This design comes from an exercise in tuning for small area on the open sky130 flow, not from production work. Function was checked by simulation only, so behaviour that the tests miss may differ from the original. Power and IR drop assume default switching activity.

## flow/design.v

```verilog
module cklink (
    input             clk,
    input             rst,
    input             cmd_valid,
    input      [23:0] cmd_word,
    output            cmd_ready,
    output reg        rsp_valid,
    output     [15:0] rsp_word,
    output            busy,
    output            mem_req,
    output            mem_we,
    output reg [15:0] mem_addr,
    output     [7:0]  mem_wdata,
    input             mem_ack,
    input      [7:0]  mem_rdata,
    output            tx_valid,
    output reg [7:0]  tx_data,
    input             tx_ready,
    input             rx_valid,
    input      [7:0]  rx_data,
    output            rx_pop,
    input      [31:0] now_ms
);
    localparam [4:0] S_IDLE   = 5'd0,
                     S_HALT   = 5'd1,
                     S_HSDRN  = 5'd2,    
                     S_HSWAIT = 5'd3,    
                     S_HSTR   = 5'd4,    
                     S_HWAIT  = 5'd5,    
                     S_HDRN   = 5'd6,    
                     S_TINIT  = 5'd7,    
                     S_TSUM   = 5'd8,    
                     S_THDR   = 5'd9,
                     S_TSEGB  = 5'd10,
                     S_TSEGL  = 5'd11,
                     S_TPAY   = 5'd12,
                     S_TTRL   = 5'd13,
                     S_RAWAIT = 5'd14,
                     S_RHDR   = 5'd15,
                     S_RPAY   = 5'd16,
                     S_RTRL   = 5'd17,
                     S_RETRY  = 5'd18,
                     S_DRAIN  = 5'd19;
    localparam [3:0] RD_RXBASE = 4'd6, RD_RESULT = 4'd8, RD_INDEX = 4'd9,
                     RD_ACC = 4'd10, RD_MATCH = 4'd12, RD_FIVE = 4'd13,
                     RD_ZERO = 4'd14, RD_ONES = 4'd15;
    reg [15:0] r0, r1, r2, r3, r4, r5, r6, r7;    
    reg [15:0] result_len;
    reg [15:0] acc;
    reg [7:0]  index;
    reg        started;
    reg        match;
    reg [4:0]  st;
    reg [3:0]  rsel;        
    reg [15:0] cnt;         
    reg [1:0]  k;           
    reg [10:0] tmr;         
    reg        ms_prev;
    reg        hs;          
    reg        hs_nz;       
    wire [3:0]  cmd_op  = cmd_word[23:20];
    wire [3:0]  cmd_r   = cmd_word[19:16];
    wire [15:0] cmd_arg = cmd_word[15:0];
    wire s_idle   = (st == S_IDLE);
    wire s_hsdrn  = (st == S_HSDRN);
    wire s_hswait = (st == S_HSWAIT);
    wire s_hstr   = (st == S_HSTR);
    wire s_hwait  = (st == S_HWAIT);
    wire s_hdrn   = (st == S_HDRN);
    wire s_tinit  = (st == S_TINIT);
    wire s_tsum   = (st == S_TSUM);
    wire s_thdr   = (st == S_THDR);
    wire s_tsegb  = (st == S_TSEGB);
    wire s_tsegl  = (st == S_TSEGL);
    wire s_tpay   = (st == S_TPAY);
    wire s_ttrl   = (st == S_TTRL);
    wire s_rawait = (st == S_RAWAIT);
    wire s_rhdr   = (st == S_RHDR);
    wire s_rpay   = (st == S_RPAY);
    wire s_rtrl   = (st == S_RTRL);
    wire s_retry  = (st == S_RETRY);
    wire s_drain  = (st == S_DRAIN);
    assign busy      = !s_idle;
    assign cmd_ready = s_idle && !rsp_valid && !rst;
    wire   cmd_fire  = cmd_valid && cmd_ready;
    function [15:0] add16(input [15:0] a, input [15:0] b);
        integer i;
        reg c;
        begin
            c = 1'b0;
            for (i = 0; i < 16; i = i + 1) begin
                add16[i] = a[i] ^ b[i] ^ c;
                c = (a[i] & b[i]) | (c & (a[i] ^ b[i]));
            end
        end
    endfunction
    function [15:0] inc16(input [15:0] a);
        integer i;
        reg c;
        begin
            c = 1'b1;
            for (i = 0; i < 16; i = i + 1) begin
                inc16[i] = a[i] ^ c;
                c = c & a[i];
            end
        end
    endfunction
    function [10:0] inc11(input [10:0] a, input c0);
        integer i;
        reg c;
        begin
            c = c0;
            for (i = 0; i < 11; i = i + 1) begin
                inc11[i] = a[i] ^ c;
                c = c & a[i];
            end
        end
    endfunction
    reg [3:0] sel;
    always @(*) begin
        case (st)
            S_TSUM:  sel = hs ? RD_FIVE : {1'b0, k, 1'b1};
            S_TSEGB: sel = {1'b0, k, 1'b0};
            S_TSEGL: sel = hs ? RD_FIVE : {1'b0, k, 1'b1};
            S_RHDR:  sel = RD_RXBASE;
            S_THDR:  sel = k[0] ? RD_INDEX : RD_ONES;    
            S_HSWAIT, S_HSTR, S_HWAIT, S_TPAY, S_RPAY: sel = RD_ONES;
            default: sel = rsel;
        endcase
    end
    reg [15:0] rd;
    always @(*) begin
        case (sel)
            4'd0:  rd = r0;
            4'd1:  rd = r1;
            4'd2:  rd = r2;
            4'd3:  rd = r3;
            4'd4:  rd = r4;
            4'd5:  rd = r5;
            4'd6:  rd = r6;
            4'd7:  rd = r7;
            4'd8:  rd = result_len;
            4'd9:  rd = {8'h00, index};
            4'd10: rd = acc;
            4'd11: rd = {14'd0, match, started};
            4'd12: rd = {15'd0, match};
            4'd13: rd = 16'd5;
            4'd14: rd = 16'h0000;
            default: rd = 16'hFFFF;
        endcase
    end
    assign rsp_word = rd;
    wire tick = now_ms[0] ^ ms_prev;
    wire t5    = (tmr == 11'd5);
    wire t100  = (tmr == 11'd100);
    wire t250  = (tmr == 11'd250);
    wire t500  = (tmr == 11'd500);
    wire t750  = (tmr == 11'd750);
    wire t1100 = (tmr == 11'd1100);
    wire [3:0] step = cnt[3:0];
    wire [7:0] hs_byte =
        (step == 4'd15) ? 8'h03 :
        (step == 4'd12) ? 8'h72 :
        (step == 4'd11) ? 8'h75 :
        (step == 4'd10) ? 8'h6E :
        (step == 4'd9)  ? 8'h2D :
        (step == 4'd8)  ? 8'h62 :
        (step == 4'd7)  ? 8'h72 :
        (step == 4'd6)  ? 8'h69 :
        (step == 4'd5)  ? 8'h64 :
        (step == 4'd4)  ? 8'h67 :
        (step == 4'd3)  ? 8'h65 : 8'h0A;
    wire step_wait = (step[3:2] == 2'b11 && step != 4'd12) || (step == 4'd2);
    wire step_done = (step == 4'd15) ? t250 : (step == 4'd13) ? t750 : t500;
    wire [7:0] xx_byte = cnt[2] ? 8'h58 : (cnt[1] & cnt[0]) ? 8'h31 : 8'h30;
    wire cnt_zero = (cnt == 16'd0);
    wire cap_left = (result_len != r7);
    wire pay_rx   = s_rpay && !cnt_zero;
    wire wr_pay   = pay_rx && !hs && cap_left;
    wire pay_tx   = s_tpay && !cnt_zero;
    assign mem_req   = (pay_tx && !hs) || (wr_pay && rx_valid);
    assign mem_we    = s_rpay;
    assign tx_valid = s_hstr || s_thdr || s_ttrl || (pay_tx && (hs || mem_ack));
    always @(*) begin
        case (st)
            S_HSTR:  tx_data = hs_byte;
            S_THDR:  tx_data = k[1] ? cnt[15:8] : rd[7:0];
            S_TPAY:  tx_data = hs ? xx_byte : mem_rdata;
            default: tx_data = acc[15:8];
        endcase
    end
    wire tx_fire = tx_valid && tx_ready;
    wire drain_st = s_hsdrn || s_hdrn || s_drain;
    wire rx_st    = s_rawait || s_rhdr || s_rtrl || pay_rx;
    assign rx_pop = rx_valid && (drain_st || (rx_st && (!wr_pay || mem_ack)));
    wire   rx_take = rx_valid && rx_st && (!wr_pay || mem_ack);    
    wire rx_tmo = !rx_valid && ((s_rawait && t100) || ((s_rhdr || s_rtrl || pay_rx) && t5));
    wire tx_ck = s_thdr || s_tpay;
    wire rx_ck = s_rawait || s_rhdr || s_rpay;
    wire [7:0]  ck_b   = tx_ck ? tx_data : rx_ck ? rx_data :
                         s_idle ? cmd_arg[7:0] : 8'h00;
    wire [15:0] ck_upd = {acc[7:0] ^ ck_b, acc[15:8]};
    assign mem_wdata = ck_b;         
    wire        wr_reg = cmd_fire && (cmd_op == 4'h5);
    wire [15:0] wr_dat = cmd_arg & {16{~rst}};
    always @(posedge clk) begin
        if (rst || (wr_reg && cmd_r[2:0] == 3'd0)) r0 <= wr_dat;
        if (rst || (wr_reg && cmd_r[2:0] == 3'd1)) r1 <= wr_dat;
        if (rst || (wr_reg && cmd_r[2:0] == 3'd2)) r2 <= wr_dat;
        if (rst || (wr_reg && cmd_r[2:0] == 3'd3)) r3 <= wr_dat;
        if (rst || (wr_reg && cmd_r[2:0] == 3'd4)) r4 <= wr_dat;
        if (rst || (wr_reg && cmd_r[2:0] == 3'd5)) r5 <= wr_dat;
        if (rst || (wr_reg && cmd_r[2:0] == 3'd6)) r6 <= wr_dat;
        if (rst || (wr_reg && cmd_r[2:0] == 3'd7)) r7 <= wr_dat;
    end
    wire acc_seed = rst || s_tinit || (s_ttrl && tx_ready && k[0]) || (cmd_fire && cmd_op == 4'h1);
    wire acc_upd  = (cmd_fire && cmd_op == 4'h2) || (tx_fire && (s_thdr || pay_tx || s_ttrl)) ||
                    rx_take;
    always @(posedge clk)
        if (acc_seed || acc_upd) acc <= acc_seed ? 16'hAAAA : ck_upd;
    wire        cnt_load  = s_tsegl || s_hswait || (s_tsum && (hs || k == 2'd0));
    wire [15:0] cnt_sum   = add16(cnt_load ? 16'd0 : cnt, rd);
    wire        cnt_shift = (s_rhdr && rx_valid) || (s_thdr && tx_ready && k == 2'd2);
    wire        cnt_add   = s_tsum || s_tsegl || (s_hswait && t1100) ||
                            (s_hstr && tx_ready && !step_wait) || (s_hwait && step_done) ||
                            (pay_tx && tx_fire) || (pay_rx && rx_take);
    always @(posedge clk)
        if (cnt_shift || cnt_add) cnt <= cnt_shift ? {cnt[7:0], rx_data} : cnt_sum;
    wire ma_load = s_tsegb || (s_rhdr && rx_valid && k == 2'd2);
    wire ma_inc  = (pay_tx && tx_fire) || (wr_pay && mem_ack && rx_valid);
    always @(posedge clk)
        if (ma_load || ma_inc) mem_addr <= ma_load ? rd : inc16(mem_addr);
    always @(posedge clk)
        if (rst || (s_rhdr && rx_valid && k == 2'd2 && !hs))
            result_len <= 16'h0;
        else if (wr_pay && mem_ack && rx_valid)
            result_len <= inc16(result_len);
    wire tmr_clr = rx_pop || rx_tmo || (s_hsdrn && !rx_valid) || (s_hstr && tx_ready && step_wait) ||
                   (s_ttrl && tx_ready && k[0]);
    always @(posedge clk) begin
        ms_prev <= now_ms[0];
        tmr     <= tmr_clr ? 11'd0 : inc11(tmr, tick);
    end
    wire ck_match = (rx_data == acc[15:8]);
    wire accept   = s_rtrl && rx_valid && k == 2'd1 && ck_match;
    always @(posedge clk) begin
        rsp_valid <= 1'b0;
        if (rst) begin
            index      <= 8'h00;
            started    <= 1'b0;
            match      <= 1'b0;
            st         <= S_IDLE;
        end else begin
            if (accept) index <= inc16({8'h00, index}) & 8'hFF;
            case (st)
                S_IDLE: if (cmd_fire) begin
                    rsel      <= RD_ZERO;
                    rsp_valid <= 1'b1;
                    case (cmd_op)
                        4'h3: rsel <= RD_ACC;
                        4'h4: begin
                            match <= (acc == cmd_arg);
                            rsel  <= RD_MATCH;
                        end
                        4'h6: rsel <= cmd_r;
                        4'h7: begin
                            rsp_valid <= 1'b0;
                            hs        <= 1'b0;
                            st        <= S_TINIT;
                        end
                        4'h8: if (!started) begin
                            rsp_valid <= 1'b0;
                            started   <= 1'b1;
                            st        <= S_HSDRN;
                        end
                        default: ;
                    endcase
                end
                S_HSDRN:  if (!rx_valid) st <= S_HSWAIT;
                S_HSWAIT: if (t1100) st <= rx_valid ? S_HSDRN : S_HSTR;
                S_HSTR:   if (tx_ready && step_wait) st <= S_HWAIT;
                S_HWAIT:  if (step_done) st <= (step == 4'd2) ? S_HDRN : S_HSTR;
                S_HDRN: if (!rx_valid) begin
                    hs <= 1'b1;
                    st <= S_TINIT;
                end
                S_TINIT: begin
                    k  <= 2'd0;
                    st <= S_TSUM;
                end
                S_TSUM: begin
                    k <= k + 2'd1;
                    if (hs || k == 2'd2) begin
                        k  <= 2'd0;
                        st <= S_THDR;
                    end
                end
                S_THDR: if (tx_ready) begin
                    k <= k + 2'd1;               
                    if (k == 2'd3) st <= hs ? S_TSEGL : S_TSEGB;
                end
                S_TSEGB: st <= S_TSEGL;
                S_TSEGL: st <= S_TPAY;
                S_TPAY: if (cnt_zero) begin
                    k <= k + 2'd1;
                    if (hs || k == 2'd2) begin
                        k  <= 2'd0;
                        st <= S_TTRL;
                    end else begin
                        st <= S_TSEGB;
                    end
                end
                S_TTRL: if (tx_ready) begin
                    k <= k + 2'd1;
                    if (k[0]) st <= S_RAWAIT;
                end
                S_RAWAIT: begin
                    if (rx_valid) begin
                        k  <= 2'd0;
                        st <= (rx_data == 8'hFF) ? S_RHDR : S_RETRY;
                    end else if (t100) begin
                        st <= S_RETRY;
                    end
                end
                S_RHDR: begin
                    if (rx_valid) begin
                        k <= k + 2'd1;           
                        if (k == 2'd0) begin
                            if (rx_data != index) st <= S_RETRY;
                        end else if (k == 2'd2) begin
                            st <= S_RPAY;
                        end
                    end else if (t5) begin
                        st <= S_RETRY;
                    end
                end
                S_RPAY: begin
                    if (cnt_zero) begin
                        k  <= 2'd0;
                        st <= S_RTRL;
                    end else if (rx_take) begin
                        k <= 2'd0;
                        if (hs && k == 2'd3) hs_nz <= (rx_data != 8'h00);
                    end else if (!rx_valid && t5) begin
                        st <= S_RETRY;
                    end
                end
                S_RTRL: begin
                    if (rx_valid) begin
                        if (k == 2'd0) begin
                            k <= ck_match ? 2'd1 : 2'd2;
                        end else if (accept) begin
                            if (hs) begin
                                rsel <= RD_ZERO;
                                if (hs_nz) st <= S_HALT;
                                else begin
                                    st        <= S_IDLE;
                                    rsp_valid <= 1'b1;
                                end
                            end else begin
                                rsel      <= RD_RESULT;
                                st        <= S_IDLE;
                                rsp_valid <= 1'b1;
                            end
                        end else begin
                            st <= S_RETRY;
                        end
                    end else if (t5) begin
                        st <= S_RETRY;
                    end
                end
                S_RETRY: if (t100) st <= S_DRAIN;
                S_DRAIN: if (!rx_valid) st <= S_TINIT;
                default: ;    
            endcase
        end
    end
endmodule
```

## flow/constraint.sdc

```tcl
create_clock -name core_clock -period 10.0 [get_ports {clk}]
set_input_delay 2.0000 -clock core_clock [delete_from_list [all_inputs] [get_ports {clk}]]
set_output_delay 2.0000 -clock core_clock [all_outputs]
set_load 0.01 [all_outputs]
```

## flow/config.mk

```make
export PLATFORM = sky130hd
export DESIGN_NAME = cklink
export DESIGN_NICKNAME = cklink
export VERILOG_FILES = /design/flow/design.v
export SDC_FILE = /design/flow/constraint.sdc
export NUM_CORES = 4
export LEC_CHECK = 0
export ABC_AREA = 1
export ABC_CLOCK_PERIOD_IN_PS = 10000
export CAP_MARGIN = 20
export CORE_MARGIN = 2
export CORE_UTILIZATION = 70
export CTS_BUF_LIST = sky130_fd_sc_hd__clkbuf_4
export SLEW_MARGIN = 20
```

## flow/run.sh

```bash
#!/bin/bash
# synth_recipe.tcl (not shown) runs the flow's synth.tcl, then flattens the netlist and writes it again
# the make line also repeats each setting of config.mk as NAME=value (left out here)
make -C /OpenROAD-flow-scripts/flow DESIGN_CONFIG=/design/flow/config.mk WORK_HOME=/design/flow/orfs CLKGATE_MAP_FILE= SYNTH_SCRIPT=/design/flow/synth_recipe.tcl finish
```

==> summary.txt, run 1 <==
Status: finished clean
Worst-path fanout max: 13
Min-delay src: result_len[3]
Worst path bufs/invs: 10
Post-synth EDFFs: 184
Int Pwr: 2378 uW
CTS clk-pin slew, worst paths: 0.07 ns
# IOs: 133
Worst hold path type: reg2reg
Worst setup path class: reg2reg
GRT Total Usage: 43.21%
DR WL/cell: 22.86 um
Post-Synthesis Cells: 1480
Initial antenna violation count: 1
CTS Buf Count: 57
Final Setup Violations: 0
Setup TNS: 0 ns
Crit end category: flip-flop
PwrDens: 281.9 nW/um^2
Drt pass-1 iters: 8
Detailed Place HPWL: 31090 um
Max incr delay on CP: 0.59 ns
Initial Util: 70.88%
Post-synthesis register bit count: 228
Synth unique cells: 52
Peak Freq: 0.1105 GHz
Die H: 141.2 um
Avg Vias per Cell: 6.503
Number of global-route vias before repair: 12000
Synth area leaders: edfxtp_1 (42%), nand2_1 (9.6%), dfxtp_1 (6.7%)
Core area: 18580 um^2
FF-to-FF path depth: 40
Port buffer count: 101
RSZ-0062 raised after global routing: false
H-tree Lvls: 2
Hold path depth: 2
Final wirelength: 43340 um
R2r setup slk: 0.95 ns
Tcrit/Tclk final: 90.48%
Avg Cell Area, Syn: 8.899 um^2
P_sw: 1885 uW
CTS tree: built
Sequential power share: 31.6%
Post-layout nets: 1756
Tightest Pin Transition: 0.9692 ns
Primary FF master, synth: edfxtp_1
Post-DRT Antenna Nets: 0
Asr flop ratio synth: 0%
Synth warn: 1
Slew Limit Fails: 0
Grt ovf: 0
Synth area leader: edfxtp_1
Slew margin rel.: 35.32%
Hold Path End: result_len[3]
Final routed DRC violation total: 0
Core Util, Final: 81.41%
Sw frac: 44.22%
Syn_nets: 1621
Pin count of the biggest net entering global routing: 25
CP top delay family: adder cells
Worst r2r src: st[2]
Via count: 12329
Post-CTS sizing: 0
Worst Path Arrival: 9.49 ns
Share of cells above drive strength 1: 10.78%
Reg2reg end: cnt[15]
Worst VDD drop: 233.2 uV
Max-Cap Viols: 0
Clk network pwr share: 19.1%
First-pass GRT wire length: 65120 um
Gpl congestion: 1.016
Cell area after synthesis: 13170 um^2
Die extent in x: 141.2 um
CP most frequent cell: fa_1
Clk buf depth: 3
Tmin final: 9.048 ns
Initial DRC Count: 1910
Synth-to-Final Area Change: 14.85%
Clock Skews: 0.03641 ns
Leakage power: 0.006612 uW
Seq/Total Area, Yosys: 48.64%
Data required, critical path: 10.44 ns
Die ar.: 19930 um^2
Combinational share of power: 49.3%
Clk root buf: clkbuf_4
Hold Fails Final Rpt: 0
Clk Latency, worst-skew pair: 0.72 ns
Post-CTS Setup Bufs: 0
# rows: 50
Hold-fix buffers at CTS: 0
Sink Count: 228
CP max stage cell: dfxtp_1
CP startpoint kind: flip-flop
Yosys top cell area share: 41.95%
## worst register-to-register path: cells and delay by family (launching register included)
kind	cells	cell delay [ns]
AO/OA/AOI/OAI	1	0.08
XOR/XNOR	1	0.08
adder cells (fa/ha/maj)	15	4.73
buffers and inverters	10	1.16
flip-flops	1	0.59
AND/OR/NAND/NOR	13	2.13
## final cells by class
cell class	instances	area (um^2)
Fill cell	1118	3455
Timing Repair Buffer	113	1101
Inverter	181	686.9
Antenna cell	1	2.502
Tap cell	234	292.8
Sequential cell	228	6406
Clock inverter	21	120.1
Multi-Input combinational cell	1034	5886
Clock buffer	84	630.6
## synthesized netlist by cell type, drive strengths merged, types with 2 or more instances
cell type and instances:
nand2 352, nor2 205, edfxtp 184, inv 177, nand3 91, o21ai 83, ha 49, a21oi 47
dfxtp 44, nand4 42, xor2 29, a221oi 24, nor4 20, clkbuf 19, buf 18, nor3 17
fa 14, xnor2 11, a211oi 8, o2111ai 8, o22ai 7, o41ai 5, clkinv 4, o211ai 4
o221ai 4, a31oi 3, a2111oi 2, o311ai 2
## metal layers
layer | part of all wire [%] | track usage, % | vias up
li1 | - | - | 5386
met2 | 45 | 67.22 | 1094
met3 | 14 | 12.60 | 263
met1 | 34 | 53.36 | 5586
met5 | 0 | 0 | -
met4 | 7.2 | 27.00 | 0
## worst max-delay path by stage
stage                from       to  slack, ns  cells after the start
floorplan           st[0]  cnt[14]       2.51                     40
global placement    st[2]  cnt[15]       1.25                     38
detailed placement  st[2]  cnt[15]       1.05                     38
CTS                 st[2]  cnt[15]        1.0                     40
global route        st[2]  cnt[15]       0.39                     40
finish              st[2]  cnt[15]       0.95                     40
## metrics by stage
stage               total power [uW]  instance area [um^2]  hold slack, ns  cells  setup WS [ns]
CTS                             4195                 15120          0.5037   1895         0.9984
floorplan                       2590                 13170          0.4588   1480          2.513
detailed placement              3366                 14370          0.4941   1790          1.052
global route                    4488                 15130          0.5401   1896         0.3910
finish                          4264                 15130          0.5071   1896         0.9517
global placement                3291                 14370          0.4758   1790          1.249
## power groups by stage
| stage | Clock, uW | Sequential [uW] | Combinational [uW] |
|---|---|---|---|
| after floorplan | 0 | 1300 | 1290 |
| after detailed placement | 0 | 1360 | 2010 |
| after CTS | 815 | 1340 | 2040 |
| after global routing | 855 | 1350 | 2280 |
| final | 815 | 1350 | 2100 |
| after global placement | 0 | 1350 | 1940 |
## registers in the layout (all words and copies together) (netlist names), 2 cells and up
| register | cells |
|---|---|
| acc | 16 |
| r2 | 16 |
| k | 2 |
| mem_addr | 16 |
| cnt | 16 |
| r1 | 16 |
| r0 | 16 |
| result_len | 16 |
| r5 | 16 |
| tmr | 11 |
| r7 | 16 |
| r4 | 16 |
| index | 8 |
| rsel | 4 |
| st | 5 |
| r6 | 16 |
| r3 | 16 |
## cells by family after synthesis
| group | synth area share (%) |
|---|---|
| XOR/XNOR | 2.660 |
| buffers and inverters | 6.897 |
| AND/OR/NAND/NOR | 25.42 |
| adder cells (fa/ha/maj) | 6.783 |
| flip-flops | 48.64 |
| AO/OA/AOI/OAI | 9.596 |
## placed cells by master, fill, tap and decap left out, types with 10 or more instances in the layout
cell and n:
buf_4 12, nand2_2 10, nand2_1 336, a221oi_1 24, nand4_1 41, xnor2_1 11, dfxtp_1 44, nand3_2 10
ha_1 49, nor2_2 13, xor2_1 29, fa_1 14, nand3_1 78, o21ai_0 62, nor4_1 20, clkdlybuf4s50_1 101
nor2_1 178, clkbuf_4 84, a21oi_1 47, nor3_1 16, nor2_4 14, clkinv_1 20, edfxtp_1 184, o21ai_1 18
inv_1 165
==> inputs of run 2 (changes only) <==
==> flow/flow/run.sh (new file) <==
#!/bin/bash
# Standard ORFS layout (standard synthesis, floorplan, power grid and taps),
# with three changes:
#  - ports are buffered with the smallest buffer instead of clkdlybuf4s50_1,
#  - CTS uses clkbuf_4 and inserts no dummy loads,
#  - cells off the critical paths are downsized before detailed placement.
set -euo pipefail
here=$(pwd)
bash standard.sh \
  "BUFFER_PORTS_ARGS=-buffer_cell sky130_fd_sc_hd__buf_1" \
  "CTS_ARGS=-sink_clustering_enable -repair_clock_nets -dont_use_dummy_load -buf_list sky130_fd_sc_hd__clkbuf_4" \
  "PRE_DETAIL_PLACE_TCL=$here/flow/recover.tcl" \
  finish > "$here/run_standard.log" 2>&1
==> flow/flow/recover.tcl (new file) <==
# Downsize cells on paths with timing slack before detailed placement.
estimate_parasitics -placement
repair_timing -recover_power 100
==> flow/standard.sh (new file) <==
#!/bin/bash
# synth_recipe.tcl (not shown) runs the flow's synth.tcl, then flattens the netlist and writes it again
# the make line also repeats each setting of config.mk as NAME=value (left out here)
make -C /OpenROAD-flow-scripts/flow DESIGN_CONFIG=/design/flow/config.mk WORK_HOME=/design/flow/orfs CLKGATE_MAP_FILE= SYNTH_SCRIPT=/design/flow/synth_recipe.tcl "${@:-finish}"
--- a/flow/config.mk
+++ b/flow/config.mk
@@ -12,3 +12,2 @@
 export CORE_UTILIZATION = 70
-export CTS_BUF_LIST = sky130_fd_sc_hd__clkbuf_4
 export SLEW_MARGIN = 20
removed: flow/run.sh
==> run 2 against run 1 <==
  * First-iteration DRC count decreased by 9.7%
  * Largest cell class unchanged
  * Non-clock buffer count increased by 1
  * Routed wire length decreased by 3.5%
  * Clock skew increased by 0.037 ns
  * Power decreased by 9.5%
  * Die area unchanged
  * Clock power decreased by 26%
  * Core utilization decreased by 5.7 points
  * Hold slack got worse by 0.0083 ns
  * Sequential power about the same
==> summary.txt, run 2 <==
Worst setup path class: reg2reg
First-pass GRT wire length: 63290 um (-2.8%)
Final routed DRC violation total: 0 (unchanged)
Crit end category: flip-flop
PwrDens: 274.2 nW/um^2 (-2.7%)
Commonest non-fill, non-tap cells in the layout: nand2_1 (339), edfxtp_1 (184), nor2_1 (179)
Yosys top cell area share: 41.95% (unchanged)
# IOs: 133 (unchanged)
Avg Vias per Cell: 6.540 (+0.57%)
Tmin final: 9.427 ns (+0.3786 ns)
Share of cells above drive strength 1: 7.926% (-2.9 points)
CP most frequent cell: fa_1
CP top delay family: adder cells
Hold Fails Final Rpt: 0 (unchanged)
Worst VDD drop: 155.4 uV (-33%)
CTS tree: built
Synth warn: 1 (unchanged)
Asr flop ratio synth: 0% (unchanged)
Placed inst area: 13620 um^2 (-5.2%)
Final Setup Violations: 0 (unchanged)
Grt ovf: 0 (unchanged)
Sink Count: 228 (unchanged)
Avg Cell Area, Syn: 8.899 um^2 (unchanged)
Initial Util: 70.88% (unchanged)
Setup TNS: 0 ns (unchanged)
Die ar.: 19930 um^2 (unchanged)
Number of global-route vias before repair: 11334 (-5.6%)
Worst path bufs/invs: 9 (-1)
Hold-fix buffers at CTS: 0 (unchanged)
Synth unique cells: 52 (unchanged)
Slew margin rel.: 27.96% (-7.4 points)
Clk root buf: clkbuf_4
Most numerous cell in the Yosys netlist: nand2_1
Worst hold path type: reg2reg
Design Area, Final: 14070 um^2 (-7.0%)
Die H: 141.2 um (unchanged)
Post-DRT Antenna Nets: 0 (unchanged)
Port buffer count: 101 (unchanged)
CP startpoint kind: flip-flop
Initial antenna violation count: 1 (unchanged)
Synth area leader: edfxtp_1
Final wirelength: 41830 um (-3.5%)
GRT Total Usage: 42.27% (-0.94 points)
Slew Limit Fails: 0 (unchanged)
Post-layout nets: 1758 (+0.11%)
Commonest non-fill, non-tap cell in the layout: nand2_1
Data required, critical path: 10.41 ns (-0.03 ns)
Finished Layout Cells: 1850 (-2.4%)
CTS clk-pin slew, worst paths: 0.06 ns (about the same)
Placed cells: 1791 (+0.056%)
Primary FF master, synth: edfxtp_1
Cell area after synthesis: 13170 um^2 (unchanged)
Clk buf depth: 3 (unchanged)
H-tree Lvls: 2 (unchanged)
Synth cell count leaders: nand2_1 (336), edfxtp_1 (184), nor2_1 (178), inv_1 (165), nand3_1 (78)
Peak Freq: 0.1061 GHz (-4.0%)
Pin count of the biggest net entering global routing: 25 (unchanged)
Power Total: 3858 uW (-9.5%)
Clk Latency, worst-skew pair: 0.73 ns (about the same)
Status: finished clean
Drt pass-1 iters: 8 (unchanged)
CTS Buf Count: 58 (+1.8%)
Clock Skews: 0.07300 ns (+0.03660 ns)
Core area: 18580 um^2 (unchanged)
Synth-to-Final Area Change: 6.830%
Leakage power: 0.006092 uW (-7.9%)
Max incr delay on CP: 0.43 ns (-0.16 ns)
Post-Synthesis Cells: 1480 (unchanged)
RSZ-0062 raised after global routing: false
Tcrit/Tclk final: 94.27% (+3.8 points)
Initial DRC Count: 1725 (-9.7%)
Seq/Total Area, Yosys: 48.64% (unchanged)
Via count: 12099 (-1.9%)
Worst Path Arrival: 9.84 ns (+0.35 ns)
# rows: 50 (unchanged)
Max-Cap Viols: 0 (unchanged)
Worst-path fanout max: 16 (+3)
Detailed Place HPWL: 30740 um (-1.1%)
Die extent in x: 141.2 um (unchanged)
DR WL/cell: 22.61 um (-1.1%)
CP max stage cell: nand4_1
Tightest Pin Transition: 1.081 ns (+0.1115 ns)
Post-synthesis register bit count: 228 (unchanged)
Syn_nets: 1621 (unchanged)
Post-synth EDFFs: 184 (unchanged)
Synth area leaders: edfxtp_1 (42%), nand2_1 (9.6%), dfxtp_1 (6.7%)
Gpl congestion: 0.9960 (-2.0%)
FILL cells: 1346 (+20%)
-- run 2: changes by cell type in the layout (fill, tap and decap cells not counted), moves of 14 or more --
cell / previous run / this run
o21ai_0: 62 / 76
clkbuf_4: 84 / 58
clkdlybuf4s50_1: 101 / 0
clkinv_1: 20 / 4
o21ai_1: 18 / 4
buf_1: 0 / 97
-- run 2: cell families after synthesis --
group	after synthesis	synth area share, %
AOI/OAI and AO/OA	202	9.596
buffers and inverters	218	6.897
adders and majority gates	63	6.783
xor gates and xnor gates	40	2.660
DFF	228	48.64
and+or+nand+nor	729	25.42
-- run 2: through the flow --
stage	util, %	worst slack, ns	hold slack, ns
global route	75.72	0.02048	0.5305
CTS	75.65	0.3343	0.4966
floorplan	-	2.513	0.4588
detailed placement	73.31	0.3905	0.4883
global placement	73.99	1.203	0.4730
finish	75.72	0.5730	0.4987
-- run 2: final timing paths --
| kind | from | endpoint | slack (ns) | cells after the start |
|---|---|---|---|---|
| worst max register to register | st[1] | cnt[15] | 0.57 | 39 |
| worst min-delay path | index[7] | index[7] | 0.50 | 2 |
| worst max-delay path | st[1] | cnt[15] | 0.57 | 39 |
| worst min register to register | index[7] | index[7] | 0.50 | 2 |
-- run 2: metal layers --
metal	GRT usage [%]	wire length [um]	vias up
li1	-	-	5342
met1	56.26	14670	5567
met2	65.59	18810	1001
met3	10.97	6171	189
met4	19.58	2176	0
met5	0	0	-
-- run 2: final cells by class --
type / count / area [um^2] / area share, %
antenna: 1 / 2.502 / 0.01779
clock buffer: 58 / 435.4 / 3.095
timing repair buffer: 114 / 439.2 / 3.121
multi-input combinational: 1034 / 5808 / 41.28
sequential: 228 / 6406 / 45.53
tap: 234 / 292.8 / 2.081
inverter: 181 / 685.7 / 4.873
-- run 2: power breakdown --
group          switching [uW]  internal, uW  total [uW]  leakage, uW
combinational            1340           566        1910      0.00365
clock                     346           261         607     0.000267
sequential                114          1230        1340      0.00217
-- run 2: what timing repair did --
item                       4_1_cts  5_1_grt
setup endpoints to repair        0        2
gates resized for setup          0        3
buffers inserted                 0        0
-- run 2: worst register-to-register path, delay by kind of cell (launching register included) --
| family | cells | cell delay (ns) |
|---|---|---|
| fa+ha+maj | 15 | 4.83 |
| simple gates | 12 | 2.47 |
| buf+inv | 9 | 1.18 |
| flops | 1 | 0.37 |
| compound gates | 2 | 0.22 |
| xor+xnor | 1 | 0.09 |
==> inputs of run 3 (changes only) <==
==> flow/flow/run.sh (replaced) <==
#!/bin/bash
# ORFS layout with the standard synthesis script and standard floorplan,
# power grid and taps, and these changes:
#  - synthesis maps the logic with an area-oriented ABC script (abc_area.script:
#    amap, no buffering or upsizing); registers are mapped as in the standard flow,
#  - ports are buffered with the smallest buffer instead of clkdlybuf4s50_1,
#  - CTS uses clkbuf_4 and inserts no dummy loads,
#  - cells off the critical paths are downsized before detailed placement.
# Each make run's full output goes to a log file here; ORFS keeps each tool's
# log under orfs/logs.
set -euo pipefail
here=$(pwd)
rm -rf "$here/scripts_abc"
cp -r "$FLOW_HOME/scripts" "$here/scripts_abc"
cp "$here/flow/abc_area.script" "$here/scripts_abc/abc_area.script"
bash standard.sh "SCRIPTS_DIR=$here/scripts_abc" synth > "$here/run_synth.log" 2>&1
bash standard.sh \
  "BUFFER_PORTS_ARGS=-buffer_cell sky130_fd_sc_hd__buf_1" \
  "CTS_ARGS=-sink_clustering_enable -repair_clock_nets -dont_use_dummy_load -buf_list sky130_fd_sc_hd__clkbuf_4" \
  "PRE_DETAIL_PLACE_TCL=$here/flow/recover.tcl" \
  finish > "$here/run_layout.log" 2>&1
==> flow/flow/abc_area.script (new file) <==
strash
dch -f
amap -F 10 -A 20
topo
stime -c
dnsize -c
--- a/flow/config.mk
+++ b/flow/config.mk
@@ -12,2 +12,3 @@
 export CORE_UTILIZATION = 70
+export SETUP_SLACK_MARGIN = 0.2
 export SLEW_MARGIN = 20
==> run 3 against run 2 <==
  * Die area down 10%
  * Setup slack worse by 0.0033 ns
  * Fmax barely moved
  * Clock-buffer cell count decreased by 4
  * Power shrank 6.2%
  * Highest routed layer unchanged
==> summary.txt, run 3 <==
Worst setup path class: reg2reg
CP top delay family: adder cells
GRT Total Usage: 45.87% (+3.6 points)
Min-delay src: started
Core area: 16520 um^2 (-11%)
Asr flop ratio synth: 0% (unchanged)
Crit end category: flip-flop
Max incr delay on CP: 0.45 ns (+0.02 ns)
Final wirelength: 41380 um (-1.1%)
Peak Freq: 0.1060 GHz (about the same)
FF-to-FF path depth: 39 (unchanged)
Worst hold path type: reg2reg
Synth area leaders: edfxtp_1 (47%), dfxtp_1 (7.5%), ha_1 (5.2%)
Clock Skews: 0.04073 ns (-0.03227 ns)
Gpl congestion: 1.053 (+5.7%)
Post-DRT Antenna Nets: 0 (unchanged)
Die ar.: 17900 um^2 (-10%)
Worst-path fanout max: 8 (-8)
Clk Latency, worst-skew pair: 0.67 ns (-0.06 ns)
Synth cell count leaders: edfxtp_1 (184), clkinv_1 (143), nor2_1 (124), nand2_1 (62), o21ai_0 (57)
CP most frequent cell: fa_1
Share of cells above drive strength 1: 7.591% (-0.33 points)
Initial antenna violation count: 2 (+1)
Via count: 11420 (-5.6%)
Initial Util: 71.34% (+0.46 points)
Post-Synthesis Cells: 1093 (-26%)
Number of global-route vias before repair: 11085 (-2.2%)
Synth unique cells: 46 (-12%)
Synth area leader: edfxtp_1
Final Setup Violations: 0 (unchanged)
Die H: 133.8 um (-5.2%)
Clk root buf: clkbuf_4
Initial DRC Count: 2338 (+36%)
Slew Limit Fails: 0 (unchanged)
Setup TNS: 0 ns (unchanged)
Worst r2r src: st[1]
Leakage power: 0.004723 uW (-22%)
Finished Layout Cells: 1514 (-18%)
CTS tree: built
CP startpoint kind: flip-flop
Tightest Pin Transition: 1.123 ns (+0.04280 ns)
Worst Path Arrival: 9.80 ns (-0.04 ns)
Post-layout nets: 1434 (-18%)
Synth warn: 1 (unchanged)
Slew margin rel.: 25.10% (-2.9 points)
# rows: 47 (-6.0%)
Primary FF master, synth: edfxtp_1
Grt ovf: 0 (unchanged)
Tcrit/Tclk final: 94.30% (about the same)
Max-Cap Viols: 0 (unchanged)
CTS Buf Count: 54 (-6.9%)
Detailed Place HPWL: 29900 um (-2.8%)
Reg2reg end: cnt[14]
First-pass GRT wire length: 61420 um (-3.0%)
Hold Path End: started
Final routed DRC violation total: 0 (unchanged)
Syn_nets: 1234 (-24%)
DR WL/cell: 27.33 um (+21%)
WP depth: 39 (unchanged)
Seq/Total Area, Yosys: 54.34% (+5.7 points)
Post-synthesis register bit count: 228 (unchanged)
Avg Vias per Cell: 7.543 (+15%)
Commonest non-fill, non-tap cell in the layout: edfxtp_1
Status: finished clean
Hold Fails Final Rpt: 0 (unchanged)
R2r setup slk: 0.57 ns (about the same)
RSZ-0062 raised after global routing: false
Post-synth EDFFs: 184 (unchanged)
Avg Cell Area, Syn: 10.79 um^2 (+21%)
Commonest non-fill, non-tap cells in the layout: edfxtp_1 (184), clkinv_1 (140), nor2_1 (120)
Data required, critical path: 10.37 ns (-0.04 ns)
H-tree Lvls: 2 (unchanged)
Placed cells: 1456 (-19%)
CP max stage cell: fa_1
Yosys top cell area share: 46.87% (+4.9 points)
Worst VDD drop: 260.6 uV (+68%)
Most numerous cell in the Yosys netlist: edfxtp_1
Tmin final: 9.430 ns (+0.003282 ns)
Clk buf depth: 3 (unchanged)
Die extent in x: 133.8 um (-5.2%)
Drt pass-1 iters: 12 (+4)
# IOs: 133 (unchanged)
PwrDens: 274.9 nW/um^2 (+0.25%)
Sink Count: 228 (unchanged)
Cell area after synthesis: 11790 um^2 (-10%)
CTS clk-pin slew, worst paths: 0.07 ns (about the same)
Port buffer count: 101 (unchanged)
Synth-to-Final Area Change: 11.62%
Hold path depth: 2 (unchanged)
Pin count of the biggest net entering global routing: 29 (+16%)
Worst path bufs/invs: 11 (+2)
[run 3: cell types whose count changed after synthesis, sizes merged, moves of 17 or more]
cell    change
a222oi     +24
a22oi      +34
buf        -18
clkbuf     -19
clkinv    +139
inv       -177
nand2     -290
nand3      -71
nor2       -81
o21ai      -26
o221a      +17
o22ai      +41
xor2       -27
[run 3: repair_timing]
item,4_1_cts,5_1_grt
endpoints found under the hold margin,0,0
endpoints found under the setup margin,0,3
resized for setup,0,18
setup buffers,0,0
hold buffers,0,0
[run 3: area by class of cell]
type	count	area [um^2]
Multi-Input combinational cell	722	4888
Antenna cell	3	7.507
Tap cell	220	275.3
Inverter	143	536.8
Clock buffer	54	405.4
Sequential cell	228	6406
Fill cell	978	3366
Timing Repair Buffer	144	639.4
[run 3: worst max-delay path by stage]
stage,end,slack (ns),from
detailed placement,cnt[14],0.30,st[4]
finish,cnt[14],0.57,st[1]
floorplan,cnt[14],1.06,st[4]
global placement,cnt[14],0.61,st[4]
CTS,cnt[14],0.24,st[4]
global route,cnt[14],0.17,st[3]
[run 3: worst reg2reg max path, delay by kind of cell (launching register included)]
family                     cells  cell delay [ns]
adders and majority gates     15             5.11
AOI/OAI and AO/OA              5             1.01
and+or+nand+nor                8             1.22
buffers and inverters         11             1.41
DFF                            1             0.40
[run 3: kinds of logic (layout without fill, tap and decap cells)]
family | after synthesis | after routing | share of synthesized area [%]
other | 0 | 3 | 0
AND/OR/NAND/NOR | 320 | 320 | 12.79
flip-flops | 228 | 228 | 54.34
XOR/XNOR | 6 | 6 | 0.4458
AO/OA/AOI/OAI | 333 | 333 | 20.29
adder cells (fa/ha/maj) | 63 | 63 | 7.578
buffers and inverters | 143 | 341 | 4.553
[run 3: per-layer routing]
| layer | vias to the layer above | routed length (um) | GRT usage (%) | share of wire (%) |
|---|---|---|---|---|
| li1 | 4693 | - | - | - |
| met1 | 5160 | 13160 | 58.03 | 32 |
| met2 | 1224 | 18360 | 70.23 | 44 |
| met3 | 343 | 6577 | 13.49 | 16 |
| met4 | 0 | 3279 | 28.19 | 7.9 |
| met5 | - | 0 | 0 | 0 |
[run 3: metrics by stage]
step / util (%) / setup slack [ns] / hold slack (ns) / power [uW] / cell area [um^2]
finish: 79.63 / 0.5697 / 0.4973 / 3617 / 13160
global route: 79.60 / 0.1681 / 0.5238 / 3755 / 13150
CTS: 79.19 / 0.2418 / 0.4995 / 3502 / 13090
detailed placement: 76.73 / 0.2960 / 0.4860 / 2928 / 12680
global placement: 77.60 / 0.6109 / 0.4566 / 2840 / 12820
floorplan: - / 1.062 / 0.4446 / 2290 / 11790
[run 3: power breakdown]
group | internal (uW) | switching [uW] | total, uW
registers | 1220 | 104 | 1320
logic | 556 | 1170 | 1730
clock network | 244 | 325 | 569
total | 2020 | 1600 | 3620
==> inputs of run 4 (changes only) <==
--- a/flow/flow/run.sh
+++ b/flow/flow/run.sh
@@ -6,3 +6,3 @@
 #  - ports are buffered with the smallest buffer instead of clkdlybuf4s50_1,
-#  - CTS uses clkbuf_4 and inserts no dummy loads,
+#  - CTS uses clkbuf_8 with clusters of up to 12 sinks and inserts no dummy loads,
 #  - cells off the critical paths are downsized before detailed placement.
@@ -18,3 +18,3 @@
   "BUFFER_PORTS_ARGS=-buffer_cell sky130_fd_sc_hd__buf_1" \
-  "CTS_ARGS=-sink_clustering_enable -repair_clock_nets -dont_use_dummy_load -buf_list sky130_fd_sc_hd__clkbuf_4" \
+  "CTS_ARGS=-sink_clustering_enable -repair_clock_nets -dont_use_dummy_load -buf_list sky130_fd_sc_hd__clkbuf_8 -sink_clustering_size 12 -sink_clustering_max_diameter 50" \
   "PRE_DETAIL_PLACE_TCL=$here/flow/recover.tcl" \
==> run 4 against run 3 <==
  * Sequential power barely moved
  * Via count decreased by 1.6%
  * Synthesized area unchanged
  * Fmax is 0.83% lower
  * Power fell by 2.1%
  * Highest routed layer unchanged
==> summary.txt, run 4 <==
Final routed DRC violation total: 0 (unchanged)
Drt pass-1 iters: 8 (-4)
Post-DRT Antenna Nets: 0 (unchanged)
Gpl congestion: 1.053 (unchanged)
Data required, critical path: 10.30 ns (-0.07 ns)
Crit end category: flip-flop
Via count: 11236 (-1.6%)
Reg2reg end: cnt[14]
Detailed Place HPWL: 29900 um (unchanged)
Hold Fails Final Rpt: 0 (unchanged)
CP most frequent cell: fa_1
Worst hold path type: reg2reg
Pin count of the biggest net entering global routing: 29 (unchanged)
Slew Limit Fails: 0 (unchanged)
CP max stage cell: dfxtp_1
CP Launch Point: st[2]
# rows: 47 (unchanged)
Worst setup path class: reg2reg
First-pass GRT wire length: 60630 um (-1.3%)
Worst-path fanout max: 7 (-1)
Initial Util: 71.34% (unchanged)
Core Util, Final: 79.10% (-0.53 points)
Grt ovf: 0 (unchanged)
Commonest non-fill, non-tap cells in the layout: edfxtp_1 (184), clkinv_1 (140), nor2_1 (121)
Synth unique cells: 46 (unchanged)
CP startpoint kind: flip-flop
Post-layout nets: 1403 (-2.2%)
Synth cell count leaders: edfxtp_1 (184), clkinv_1 (143), nor2_1 (124), nand2_1 (62), o21ai_0 (57)
GRT Total Usage: 45.25% (-0.63 points)
Syn_nets: 1234 (unchanged)
Core area: 16520 um^2 (unchanged)
Worst r2r src: st[2]
Post-synthesis register bit count: 228 (unchanged)
Finished Layout Cells: 1481 (-2.2%)
Max-Cap Viols: 0 (unchanged)
Primary FF master, synth: edfxtp_1
Worst path bufs/invs: 10 (-1)
Hold path depth: 2 (unchanged)
Port buffer count: 101 (unchanged)
Setup TNS: 0 ns (unchanged)
Post-Synthesis Cells: 1093 (unchanged)
Number of global-route vias before repair: 10734 (-3.2%)
Peak Freq: 0.1052 GHz (-0.83%)
Initial DRC Count: 2258 (-3.4%)
Cell area after synthesis: 11790 um^2 (unchanged)
Placed inst area: 12680 um^2 (unchanged)
Initial antenna violation count: 1 (-1)
DR WL/cell: 27.59 um (+0.93%)
Avg Vias per Cell: 7.587 (+0.58%)
Die H: 133.8 um (unchanged)
Status: finished clean
Most numerous cell in the Yosys netlist: edfxtp_1
Final Setup Violations: 0 (unchanged)
CTS clk-pin slew, worst paths: 0.08 ns (about the same)
Slew margin rel.: 23.78% (-1.3 points)
R2r setup slk: 0.49 ns (-0.08 ns)
Clk Latency, worst-skew pair: 0.57 ns (-0.10 ns)
H-tree Lvls: 1 (-1)
Tcrit/Tclk final: 95.09% (+0.79 points)
Synth area leader: edfxtp_1
Worst Path Arrival: 9.81 ns (about the same)
Asr flop ratio synth: 0% (unchanged)
Tightest Pin Transition: 1.143 ns (+0.01982 ns)
Design Area, Final: 13070 um^2 (-0.67%)
Synth warn: 1 (unchanged)
Clock Skews: 0.05840 ns (+0.01767 ns)
Final wirelength: 40860 um (-1.3%)
Die extent in x: 133.8 um (unchanged)
Clk buf depth: 3 (unchanged)
CTS Buf Count: 24 (-56%)
Worst VDD drop: 278.4 uV (+6.8%)
Max incr delay on CP: 0.49 ns (+0.04 ns)
Sink Count: 228 (unchanged)
Post-CTS Setup Bufs: 0 (unchanged)
FF-to-FF path depth: 38 (-2.6%)
Synth area leaders: edfxtp_1 (47%), dfxtp_1 (7.5%), ha_1 (5.2%)
Seq/Total Area, Yosys: 54.34% (unchanged)
CP endpoint: cnt[14]
WP depth: 38 (-2.6%)
Tmin final: 9.509 ns (+0.07904 ns)
Synth-to-Final Area Change: 10.88%
Power Total: 3542 uW (-2.1%)
PwrDens: 271.0 nW/um^2 (-1.4%)
Die ar.: 17900 um^2 (unchanged)
Post-synth EDFFs: 184 (unchanged)
Placed cells: 1456 (unchanged)
# IOs: 133 (unchanged)
CTS tree: built
Clk root buf: clkbuf_8
Share of cells above drive strength 1: 5.317% (-2.3 points)
Avg Cell Area, Syn: 10.79 um^2 (unchanged)
RSZ-0062 raised after global routing: false
Commonest non-fill, non-tap cell in the layout: edfxtp_1
CP top delay family: adder cells
Leakage power: 0.004641 uW (-1.7%)
Yosys top cell area share: 46.87% (unchanged)
-- run 4: cell count changes in the layout (fill, tap and decap cells not counted), sizes merged --
cell	delta
diode	-2
buf	-1
clkbuf	-30
-- run 4: cell type report --
cell class              instances  area, um^2
multi-input cells             722        4892
flip-flops and latches        228        6406
repair buffers                143       628.1
fillers                      1008        3453
diodes                          1       2.502
inverters                     143       536.8
well taps                     220       275.3
clock buffers                  24       330.3
-- run 4: how the worst min path moves through the flow --
stage                       start      end  slack [ns]
after floorplan           started  started        0.44
after global placement    started  started        0.46
after detailed placement  started  started        0.49
after CTS                 started  started        0.50
after global routing      started  started        0.52
final                     started  started        0.50
-- run 4: logic make-up after synthesis --
kind of cell	Yosys count	share of synthesized area (%)
buffers and inverters	143	4.553
AO/OA/AOI/OAI	333	20.29
flip-flops	228	54.34
XOR/XNOR	6	0.4458
adder cells (fa/ha/maj)	63	7.578
AND/OR/NAND/NOR	320	12.79
-- run 4: report_power, final --
group | total, uW | leakage [uW] | internal, uW | switching [uW]
Combinational | 1710 | 0.00228 | 549 | 1160
Sequential | 1320 | 0.00219 | 1210 | 102
Clock | 518 | 0.000173 | 213 | 304
Total | 3540 | 0.00464 | 1980 | 1570
-- run 4: worst min-delay path, delay by kind of cell (launching register included) --
| kind | cells | cell delay (ns) |
|---|---|---|
| DFF | 1 | 0.34 |
| AOI/OAI and AO/OA | 1 | 0.05 |
| and+or+nand+nor | 1 | 0.07 |
-- run 4: repair_timing --
action | CTS | global route
hold buffers | 0 | 0
endpoints found under the setup margin | 0 | 3
gates resized for setup | 0 | 16
-- run 4: per-layer routing --
layer	share of wire (%)	global-route usage (%)	up-vias
li1	-	-	4620
met1	33	58.79	5083
met2	44	69.72	1223
met3	15	11.68	310
met4	7.8	25.89	0
met5	0	0	-
-- run 4: per-stage QoR --
step	hold slack [ns]	worst slack, ns
after detailed placement	0.4860	0.2960
after global routing	0.5244	0.2514
after global placement	0.4566	0.6109
final	0.4961	0.4907
after floorplan	0.4446	1.062
after CTS	0.5000	0.2511
==> inputs of run 5 (changes only) <==
--- a/flow/flow/run.sh
+++ b/flow/flow/run.sh
@@ -6,3 +6,3 @@
 #  - ports are buffered with the smallest buffer instead of clkdlybuf4s50_1,
-#  - CTS uses clkbuf_8 with clusters of up to 12 sinks and inserts no dummy loads,
+#  - CTS uses clkbuf_8 with clusters of up to 16 sinks and inserts no dummy loads,
 #  - cells off the critical paths are downsized before detailed placement.
@@ -18,3 +18,3 @@
   "BUFFER_PORTS_ARGS=-buffer_cell sky130_fd_sc_hd__buf_1" \
-  "CTS_ARGS=-sink_clustering_enable -repair_clock_nets -dont_use_dummy_load -buf_list sky130_fd_sc_hd__clkbuf_8 -sink_clustering_size 12 -sink_clustering_max_diameter 50" \
+  "CTS_ARGS=-sink_clustering_enable -repair_clock_nets -dont_use_dummy_load -buf_list sky130_fd_sc_hd__clkbuf_8 -sink_clustering_size 16 -sink_clustering_max_diameter 60" \
   "PRE_DETAIL_PLACE_TCL=$here/flow/recover.tcl" \
==> flow/flow/abc_area.script (replaced) <==
strash
dch -f
amap -F 10 -A 20
strash
dch -f
amap -F 10 -A 20
topo
stime -c
dnsize -c
==> run 5 against run 4 <==
  * Still clean
  * Synthesized area fell by 0.40%
  * Clock-buffer cell count fell by 5
  * Fmax rose by 1.8%
  * Routed wire length fell by 2.4%
  * Sequential power barely moved
  * Cell area fell by 0.79%
  * Core utilization fell by 0.35 points
  * Critical path type unchanged
  * Highest routed layer is now met5
==> summary.txt, run 5 <==
# rows: 47 (unchanged)
Clk buf depth: 3 (unchanged)
Initial antenna violation count: 2 (+1)
Slew margin rel.: 28.65% (+4.9 points)
Max incr delay on CP: 0.45 ns (-0.04 ns)
Synth area leader: edfxtp_1
Post-synth EDFFs: 184 (unchanged)
Most numerous cell in the Yosys netlist: edfxtp_1
Slew Limit Fails: 0 (unchanged)
Synth cell count leaders: edfxtp_1 (184), clkinv_1 (145), nor2_1 (125), nand2_1 (70), o21ai_0 (58)
Gpl congestion: 1.014 (-3.7%)
DR WL/cell: 27.18 um (-1.5%)
Min-delay src: result_len[4]
# IOs: 133 (unchanged)
Core area: 16470 um^2 (-0.36%)
Post-Synthesis Cells: 1091 (-0.18%)
Clock Skews: 0.08549 ns (+0.02709 ns)
Cell area after synthesis: 11740 um^2 (-0.40%)
Initial Util: 71.31% (about the same)
Port buffer count: 101 (unchanged)
Initial DRC Count: 2277 (+0.84%)
FF-to-FF path depth: 44 (+16%)
Peak Freq: 0.1071 GHz (+1.8%)
Syn_nets: 1232 (-0.16%)
Die extent in x: 133.5 um (-0.20%)
Via count: 10910 (-2.9%)
CP max stage cell: fa_1
Commonest non-fill, non-tap cell in the layout: edfxtp_1
Max-Cap Viols: 0 (unchanged)
Avg Cell Area, Syn: 10.76 um^2 (-0.22%)
Pin count of the biggest net entering global routing: 32 (+10%)
Die ar.: 17820 um^2 (-0.40%)
First-pass GRT wire length: 58930 um (-2.8%)
Post-synthesis register bit count: 228 (unchanged)
Sink Count: 228 (unchanged)
CP top delay family: adder cells
R2r setup slk: 0.66 ns (+0.17 ns)
Worst-path fanout max: 6 (-1)
RSZ-0062 raised after global routing: false
Worst r2r src: st[2]
Status: finished clean
Worst hold path type: reg2reg
Detailed Place HPWL: 28850 um (-3.5%)
Tmin final: 9.340 ns (-0.1689 ns)
CTS tree: built
Grt ovf: 0 (unchanged)
Worst setup path class: reg2reg
Worst path bufs/invs: 10 (unchanged)
Asr flop ratio synth: 0% (unchanged)
Synth-to-Final Area Change: 10.44%
Antenna diode count: 0 (-1)
Worst VDD drop: 208.9 uV (-25%)
CTS clk-pin slew, worst paths: 0.10 ns (+0.02 ns)
Number of global-route vias before repair: 10265 (-4.4%)
Hold-fix buffers at CTS: 0 (unchanged)
Tcrit/Tclk final: 93.40% (-1.7 points)
Crit end category: flip-flop
Avg Vias per Cell: 7.437 (-2.0%)
Hold path depth: 2 (unchanged)
Final Setup Violations: 0 (unchanged)
Setup TNS: 0 ns (unchanged)
Drt pass-1 iters: 10 (+2)
CP most frequent cell: fa_1
Hold Fails Final Rpt: 0 (unchanged)
Reg2reg end: cnt[15]
CP startpoint kind: flip-flop
Final wirelength: 39870 um (-2.4%)
Tightest Pin Transition: 1.068 ns (-0.07557 ns)
Final routed DRC violation total: 0 (unchanged)
Clk root buf: clkbuf_8
Post-DRT Antenna Nets: 0 (unchanged)
Hold Path End: result_len[4]
Share of cells above drive strength 1: 4.972% (-0.35 points)
Seq/Total Area, Yosys: 54.56% (+0.22 points)
Leakage power: 0.004560 uW (-1.8%)
Primary FF master, synth: edfxtp_1
Worst Path Arrival: 9.62 ns (-0.19 ns)
H-tree Lvls: 1 (unchanged)
Synth area leaders: edfxtp_1 (47%), dfxtp_1 (7.5%), ha_1 (5.2%)
Die H: 133.5 um (-0.20%)
GRT Total Usage: 44.40% (-0.85 points)
Synth unique cells: 45 (-2.2%)
PwrDens: 270.5 nW/um^2 (-0.19%)
Commonest non-fill, non-tap cells in the layout: edfxtp_1 (184), clkinv_1 (144), nor2_1 (123)
Yosys top cell area share: 47.06% (+0.19 points)
Core Util, Final: 78.75% (-0.35 points)
Data required, critical path: 10.28 ns (-0.02 ns)
Post-layout nets: 1390 (-0.93%)
Synth warn: 1 (unchanged)
CTS Buf Count: 19 (-21%)
Clk Latency, worst-skew pair: 0.57 ns (about the same)
## run 5: how the worst max path moves through the flow
stage,from,to,slack [ns],depth (start not counted)
after floorplan,st[0],cnt[15],0.82,44
after global routing,st[4],cnt[15],0.20,45
after CTS,st[2],cnt[15],0.35,43
final,st[2],cnt[15],0.66,44
after detailed placement,st[2],cnt[15],0.21,38
after global placement,st[2],cnt[15],0.67,43
## run 5: metrics by stage
step                      total power (uW)  worst slack, ns  cell area (um^2)  cells  hold WS (ns)
final                                 3508           0.6596             12970   1467        0.5102
after global routing                  3659           0.2011             12970   1467        0.5334
after CTS                             3409           0.3507             12900   1465        0.5077
after detailed placement              2940           0.2052             12630   1446        0.4934
after global placement                2894           0.6750             12680   1446        0.4814
after floorplan                       2327           0.8239             11740   1091        0.4618
## run 5: where the power goes
part | leakage (uW) | internal, uW | total (uW) | switching, uW
clock | 0.000137 | 171 | 485 | 314
combinational | 0.00225 | 549 | 1690 | 1140
sequential | 0.00217 | 1220 | 1340 | 113
## run 5: final cells by class
cell class                      count  area [um^2]
Sequential cell                   228         6407
Multi-Input combinational cell    718         4842
Fill cell                        1055         3498
Timing Repair Buffer              137        636.9
Inverter                          145        544.3
Tap cell                          220        275.3
Clock buffer                       19        261.5
## run 5: what timing repair did
item | CTS | global route
pin swaps | 0 | 1
endpoints found under the setup margin | 1 | 2
buffers inserted | 0 | 0
gates resized for setup | 1 | 14
## run 5: worst reg2reg max path, delay by kind of cell, from the launching register on
kind | cells | cell delay (ns)
AOI/OAI and AO/OA | 8 | 0.86
adders and majority gates | 15 | 4.84
buffers and inverters | 10 | 1.06
DFF | 1 | 0.38
and+or+nand+nor | 11 | 1.99
## run 5: cell families (layout without fill, tap and decap cells)
kind of cell	after synthesis	after routing	share of synthesized area, %
simple gates	332	332	13.27
xor+xnor	2	2	0.1492
flops	228	228	54.56
buf+inv	145	301	4.636
compound gates	321	321	19.78
fa+ha+maj	63	63	7.609
## run 5: metal layers
layer | up-vias | track usage [%] | wire length, um
met5 | - | 0 | 30
met4 | 4 | 18.74 | 2258
met3 | 231 | 14.88 | 6877
met2 | 1067 | 68.38 | 17410
met1 | 5035 | 58.43 | 13290
li1 | 4573 | - | -
==> inputs of run 6 (changes only) <==
--- a/flow/config.mk
+++ b/flow/config.mk
@@ -11,3 +11,3 @@
 export CORE_MARGIN = 2
-export CORE_UTILIZATION = 70
+export CORE_UTILIZATION = 75
 export SETUP_SLACK_MARGIN = 0.2
==> run 6 against run 5 <==
  * Cell count shrank 0.41%
  * Via count increased by 3.8%
  * Synthesized cell count unchanged
  * Sequential share of layout area is 0.071 points higher
  * Clock skew is 0.034 ns lower
  * Global-route usage is 4.5 points higher
  * Combinational power is 3% higher
  * Hold slack gained 0.035 ns
  * Critical path type unchanged
  * Critical endpoint unchanged
  * Largest cell class unchanged
==> summary.txt, run 6 <==
Avg Cell Area, Syn: 10.76 um^2 (unchanged)
Cell area after synthesis: 11740 um^2 (unchanged)
FILL cells: 792 (-25%)
Placed cells: 1437 (-0.62%)
Peak Freq: 0.1063 GHz (-0.75%)
Initial antenna violation count: 0 (-2)
Yosys top cell area share: 47.06% (unchanged)
Pre-CTS WS: 0.2262 ns (+0.02102 ns)
Status: finished clean
Hold-fix buffers at CTS: 0 (unchanged)
Die ar.: 16670 um^2 (-6.5%)
Primary FF master, synth: edfxtp_1
Reg2reg end: cnt[15]
Leakage power: 0.004566 uW (+0.14%)
Avg Vias per Cell: 7.748 (+4.2%)
Hold Fails Final Rpt: 0 (unchanged)
Synth area leaders: edfxtp_1 (47%), dfxtp_1 (7.5%), ha_1 (5.2%)
Synth warn: 1 (unchanged)
CTS tree: built
CTS clk-pin slew, worst paths: 0.11 ns (about the same)
Tcrit/Tclk final: 94.11% (+0.71 points)
Post-Synthesis Cells: 1091 (unchanged)
Synth area leader: edfxtp_1
Core area: 15260 um^2 (-7.3%)
Tightest Pin Transition: 1.083 ns (+0.01555 ns)
Number of global-route vias before repair: 10473 (+2.0%)
Post-synthesis register bit count: 228 (unchanged)
Clock Skews: 0.05108 ns (-0.03441 ns)
Die H: 129.1 um (-3.3%)
Worst-path fanout max: 12 (+6)
CP most frequent cell: fa_1
Finished Layout Cells: 1461 (-0.41%)
Detailed Place HPWL: 29340 um (+1.7%)
Sink Count: 228 (unchanged)
Setup TNS: 0 ns (unchanged)
CP max stage cell: a221o_1
R2r setup slk: 0.59 ns (-0.07 ns)
Synth cell count leaders: edfxtp_1 (184), clkinv_1 (145), nor2_1 (125), nand2_1 (70), o21ai_0 (58)
Port buffer count: 101 (unchanged)
Min-delay src: started
Synth unique cells: 45 (unchanged)
Worst hold path type: reg2reg
DR WL/cell: 28.04 um (+3.2%)
Max-Cap Viols: 0 (unchanged)
Power Total: 3547 uW (+1.1%)
Post-DRT Antenna Nets: 0 (unchanged)
PwrDens: 273.9 nW/um^2 (+1.3%)
Worst r2r src: st[0]
Die extent in x: 129.1 um (-3.3%)
Initial Util: 76.95% (+5.6 points)
# rows: 45 (-4.3%)
Final Setup Violations: 0 (unchanged)
Seq/Total Area, Yosys: 54.56% (unchanged)
Clk root buf: clkbuf_8
Final setup margin: 0.5888 ns (-0.07079 ns)
Post-synth EDFFs: 184 (unchanged)
Clk buf depth: 3 (unchanged)
RSZ-0062 raised after global routing: false
Via count: 11320 (+3.8%)
Commonest non-fill, non-tap cell in the layout: edfxtp_1
Initial DRC Count: 2595 (+14%)
Commonest non-fill, non-tap cells in the layout: edfxtp_1 (184), clkinv_1 (143), nor2_1 (125)
Gpl congestion: 1.092 (+7.7%)
First-pass GRT wire length: 60020 um (+1.8%)
Antenna diode count: 0 (unchanged)
Slew Limit Fails: 0 (unchanged)
CTS Buf Count: 19 (unchanged)
Post-layout nets: 1393 (+0.22%)
Worst VDD drop: 208.9 uV (about the same)
Data required, critical path: 10.30 ns (+0.02 ns)
Clk Latency, worst-skew pair: 0.56 ns (about the same)
CP startpoint kind: flip-flop
Most numerous cell in the Yosys netlist: edfxtp_1
Final routed DRC violation total: 0 (unchanged)
Max incr delay on CP: 0.49 ns (+0.04 ns)
FF-to-FF path depth: 39 (-11%)
Asr flop ratio synth: 0% (unchanged)
Hold Path End: started
Worst Path Arrival: 9.71 ns (+0.09 ns)
Worst setup path class: reg2reg
# IOs: 133 (unchanged)
Tmin final: 9.411 ns (+0.07079 ns)
GRT Total Usage: 48.94% (+4.5 points)
Slew margin rel.: 27.61% (-1.0 points)
Hold path depth: 2 (unchanged)
Drt pass-1 iters: 12 (+2)
Grt ovf: 0 (unchanged)
Synth-to-Final Area Change: 10.31%
Final wirelength: 40970 um (+2.8%)
H-tree Lvls: 1 (unchanged)
Share of cells above drive strength 1: 4.880% (-0.092 points)
Crit end category: flip-flop
Pin count of the biggest net entering global routing: 32 (unchanged)
Syn_nets: 1232 (unchanged)
run 6: cell counts after synthesis:
Identical to the previous run, type by type.
run 6: through the flow:
stage          hold slack [ns]  cell area, um^2  utilization [%]
2_1_floorplan           0.4618            11740                -
3_3_place_gp            0.4791            12650            82.94
3_5_place_dp            0.5035            12600            82.61
4_1_cts                 0.5295            12870            84.32
5_1_grt                 0.5578            12950            84.88
6_report                0.5454            12950            84.88
run 6: repair_timing:
item / in CTS / in global routing
resized for setup: 0 / 17
buffers inserted: 0 / 4
setup endpoints to repair: 0 / 2
run 6: power by group:
part | internal [uW] | total (uW) | switching, uW | leakage (uW)
Sequential | 1220 | 1340 | 118 | 0.00217
Clock | 171 | 465 | 294 | 0.000137
Combinational | 569 | 1740 | 1170 | 0.00226
Total | 1960 | 3550 | 1580 | 0.00457
run 6: critical path, delay by kind of cell, from the launching register on:
| family | cells | cell delay [ns] |
|---|---|---|
| buffers and inverters | 13 | 2.02 |
| adder cells (fa/ha/maj) | 12 | 3.93 |
| AO/OA/AOI/OAI | 7 | 1.52 |
| AND/OR/NAND/NOR | 7 | 1.27 |
| flip-flops | 1 | 0.46 |
run 6: how the worst max path moves through the flow:
stage | from | end | slack (ns) | cells after the start
floorplan | st[0] | cnt[15] | 0.82 | 44
global placement | st[1] | cnt[15] | 0.75 | 43
detailed placement | st[0] | cnt[15] | 0.23 | 40
CTS | st[0] | cnt[15] | 0.20 | 40
global route | st[4] | cnt[15] | 0.19 | 45
finish | st[0] | cnt[15] | 0.59 | 39
run 6: kinds of logic (layout without fill, tap and decap cells):
| logic type | after synthesis | count (layout) | share of synthesized area, % |
|---|---|---|---|
| simple gates | 332 | 332 | 13.27 |
| xor+xnor | 2 | 2 | 0.1492 |
| compound gates | 321 | 321 | 19.78 |
| buf+inv | 145 | 304 | 4.636 |
| fa+ha+maj | 63 | 63 | 7.609 |
| flops | 228 | 228 | 54.56 |
run 6: layer usage:
metal | routed length [um] | global-route usage, % | share of wire, % | vias up
met2 | 17270 | 74.74 | 42 | 1346
met4 | 3504 | 25.32 | 8.6 | 0
met5 | 0 | 0 | 0 | -
met1 | 12530 | 61.07 | 31 | 5015
met3 | 7665 | 19.16 | 19 | 391
li1 | - | - | - | 4568
run 6: layout make-up:
cell class | instances | area, um^2 | share of cell area, %
clock buffer | 19 | 261.5 | 2.019
sequential | 228 | 6409 | 49.48
timing repair buffer | 140 | 648.1 | 5.004
inverter | 145 | 548.0 | 4.231
multi-input combinational | 718 | 4821 | 37.22
tap | 211 | 264.0 | 2.038

==> what the ideal ports hide <==
The flow's constraints put no driver on any port. The routed layouts listed below were extracted and timed again, unchanged, in two steps.
Step 1 (the two cells are an assumption about what drives the block):
set clk [get_ports {clk}]
set_driving_cell -lib_cell sky130_fd_sc_hd__clkbuf_16 $clk
set_driving_cell -lib_cell sky130_fd_sc_hd__buf_2 [delete_from_list [all_inputs] $clk]
Step 2, shift: input delay + t, output delay - t, t = (earliest + latest rising clock arrival at the registers) / 2. This alone moves slack from input paths to output paths.
Slacks: ideal / step 1 / step 2; pairs: ideal / step 1.
run | shift t [ns] | slack for setup (ns) | worst hold slack (ns) | clock arrival spread, ns | cell pins on the clock port's net
run 1 | 0.742 | 0.952 / 0.952 / 0.952 | 0.507 / 0.507 / 0.507 | 0.038 / 0.038 | 1
run 2 | 0.740 | 0.573 / 0.573 / 0.573 | 0.499 / 0.499 / 0.499 | 0.073 / 0.073 | 1
run 3 | 0.686 | 0.570 / 0.570 / 0.570 | 0.497 / 0.497 / 0.497 | 0.049 / 0.048 | 1
run 4 | 0.581 | 0.491 / 0.491 / 0.491 | 0.496 / 0.496 / 0.496 | 0.058 / 0.058 | 1
run 5 | 0.573 | 0.660 / 0.660 / 0.660 | 0.510 / 0.510 / 0.510 | 0.086 / 0.086 | 1
run 6 | 0.571 | 0.589 / 0.589 / 0.589 | 0.545 / 0.545 / 0.545 | 0.052 / 0.051 | 1
After both steps setup and hold are still met in every run listed.
